This is an optimization exercise on Yosys and OpenROAD, whose aim is small area, a short achievable clock period and few clock cycles, not a production implementation.
Only simulation tests tie the RTL to the original design; equivalence was not proved.
Power figures rest on the tool's default switching activity, not on a simulated workload.

## job 8921
// stbrt_msgcodec
module stbrt_msgcodec (
    input  wire        clk,
    input  wire        rst,
    input  wire        enc_in_valid,
    output wire        enc_in_ready,
    input  wire [15:0] enc_in_word,
    output wire        enc_out_valid,
    input  wire        enc_out_ready,
    output wire [15:0] enc_out_dur,
    output wire        enc_done,
    output wire [2:0]  enc_code,
    output wire [6:0]  enc_count,
    input  wire        dec_in_valid,
    output wire        dec_in_ready,
    input  wire [15:0] dec_in_dur,
    input  wire        dec_in_last,
    output wire        dec_pay_valid,
    output wire [8:0]  dec_pay,
    output wire        dec_done,
    output wire [3:0]  dec_count,
    output wire        dec_corrupt,
    output wire        dec_ovf
);
Size: about 190 flip-flops, about 85 I/O pins, about 9200 µm² of cells after synthesis.
==> flow/config.mk <==
export PLATFORM = sky130hd
export DESIGN_NAME = stbrt_msgcodec
export DESIGN_NICKNAME = stbrt_msgcodec
export VERILOG_FILES = /design/flow/design.v
export SDC_FILE = /design/flow/constraint.sdc
export NUM_CORES = 4
export LEC_CHECK = 0
export CAP_MARGIN = 20
export CORE_MARGIN = 2
export CORE_UTILIZATION = 75
export SLEW_MARGIN = 20
==> flow/constraint.sdc <==
create_clock -name core_clock -period 12.0 [get_ports {clk}]
set_input_delay 2.4000 -clock core_clock [delete_from_list [all_inputs] [get_ports {clk}]]
set_output_delay 2.4000 -clock core_clock [all_outputs]
set_load 0.01 [all_outputs]
standard.sh (not shown) runs the stock make flow with config.mk's settings and CLKGATE_MAP_FILE= SYNTH_SCRIPT=/design/flow/synth_recipe.tcl, a recipe that flattens the netlist after the stock synthesis.
==> flow/flow/run.sh <==
#!/bin/bash
# Layout flow: the standard synthesis unchanged, then the standard ORFS
# layout with these knobs: port buffers of a plain buffer cell; timing repair
# that aims for setup slack well beyond the clock period's need; and a clock
# tree of clkbuf_8 under a clkbuf_16 root, without dummy loads.
set -euo pipefail
MARGIN=${MARGIN:-8.5}
bash standard.sh synth > synth.log 2>&1
bash standard.sh \
  "SETUP_SLACK_MARGIN=$MARGIN" \
  "BUFFER_PORTS_ARGS=-buffer_cell sky130_fd_sc_hd__buf_2" \
  "CTS_ARGS=-sink_clustering_enable -repair_clock_nets -dont_use_dummy_load -buf_list sky130_fd_sc_hd__clkbuf_8 -root_buf sky130_fd_sc_hd__clkbuf_16" \
  finish > layout.log 2>&1
Job 8921: all stages complete, timing, DRC and antenna checks passed
Testbench counts of job 8921, summed over its fixed seeds: cycles 14,100.
[inputs] job 6476 vs job 8921
--- a/flow/flow/run.sh
+++ b/flow/flow/run.sh
@@ -5 +5 @@
-# tree of clkbuf_8 under a clkbuf_16 root, without dummy loads.
+# tree of clkbuf_8 without dummy loads.
@@ -7 +7 @@
-MARGIN=${MARGIN:-8.5}
+MARGIN=${MARGIN:-8.45}
@@ -12 +12 @@
-  "CTS_ARGS=-sink_clustering_enable -repair_clock_nets -dont_use_dummy_load -buf_list sky130_fd_sc_hd__clkbuf_8 -root_buf sky130_fd_sc_hd__clkbuf_16" \
+  "CTS_ARGS=-sink_clustering_enable -repair_clock_nets -dont_use_dummy_load -buf_list sky130_fd_sc_hd__clkbuf_8" \
Notes after the runs:
[compare] base=job 8921 new=job 6476: overall routed net length went down, synthesis-to-layout area growth went down. Job 6476 vs job 8921, critical path start-end classification: register to output pin vs input pin to register. Job 8921 tops out at a higher clock frequency than job 6476. As far as pin count of the biggest net entering global routing goes, job 8921 and job 6476 are indistinguishable; the numbers are identical. Job 6476 has first-pass GRT wire length above what job 8921 had. Between job 8921 and job 6476, fraction of power consumed by the clock network decreased. Utilization delta for job 6476 relative to job 8921: 0.68 points lower.
[inputs] job 8156 vs job 6476
--- a/flow/flow/run.sh
+++ b/flow/flow/run.sh
@@ -7 +7 @@
-MARGIN=${MARGIN:-8.45}
+MARGIN=${MARGIN:-8.4}
Summary of the comparison: ratio of cells with drive above 1 in the final layout is lower in job 8156, relative to job 6476.
On total routed wire length on the met1 layer, job 6476 tracks job 8156 almost exactly.
| non-clock buffer count | higher: job 8156 |
Input-level comparison between job 710 and job 8156:
--- a/flow/flow/run.sh
+++ b/flow/flow/run.sh
@@ -7 +7 @@
-MARGIN=${MARGIN:-8.4}
+MARGIN=${MARGIN:-8.5}
Findings:
- On total setup violations reported at the end of the flow, job 710 and job 8156 are neck and neck.
- On total instance count after detailed placement: between job 710 and job 8156, it ends up lower for job 710.
- The higher met2 layer wire length in the routed design of job 710 and job 8156 is in job 8156.
- For the filler-free cell count of the finished design, job 710 came in 0.30% lower than job 8156 did.
Modified inputs, job 305 compared to job 710
--- a/flow/flow/run.sh
+++ b/flow/flow/run.sh
@@ -7 +7 @@
-MARGIN=${MARGIN:-8.5}
+MARGIN=${MARGIN:-8.6}
## What came out
The final reports for job 305 and job 710 show area overhead of the layout relative to synthesis higher in the former. Relative to job 710, final non-filler cell area has gone up in job 305. Largest fanout on the critical path down 3 in job 305 wrt job 710.

-- re-timing with driven ports --
In the flow no input, the clock included, has a driving cell. The finished layouts below were timed again as built, in two steps.
Step 1: set_driving_cell puts a clkbuf_16 on clk and a buf_2 on each other input, an assumption about the parent block.
Step 2 moves the port delays by t, midway between the first and last clock arrival at a register: inputs arrive t later, outputs are due t later. That takes back most of the time a late clock gives input paths.
Slacks: no drivers / after step 1 / after step 2; pairs: no drivers / after step 1.
| run | t (ns) | setup slack, ns | latest minus earliest clock arrival (ns) | worst data-port slew with drivers (ns) |
|---|---|---|---|---|
| job 8921 | 0.414 | 8.595 / 8.569 / 8.196 | 0.024 / 0.024 | 0.03 |
| job 6476 | 0.500 | 8.555 / 8.520 / 8.151 | 0.018 / 0.018 | 0.03 |
| job 8156 | 0.493 | 8.454 / 8.416 / 8.112 | 0.028 / 0.027 | 0.04 |
| job 710 | 0.486 | 8.569 / 8.533 / 8.145 | 0.025 / 0.025 | 0.03 |
| job 305 | 0.483 | 8.631 / 8.593 / 8.209 | 0.019 / 0.019 | 0.05 |
After both steps every run listed still meets setup and hold. For job 710, which loses most, drivers alone change the setup slack by -0.036 ns; drivers and shift together by -0.424 ns.
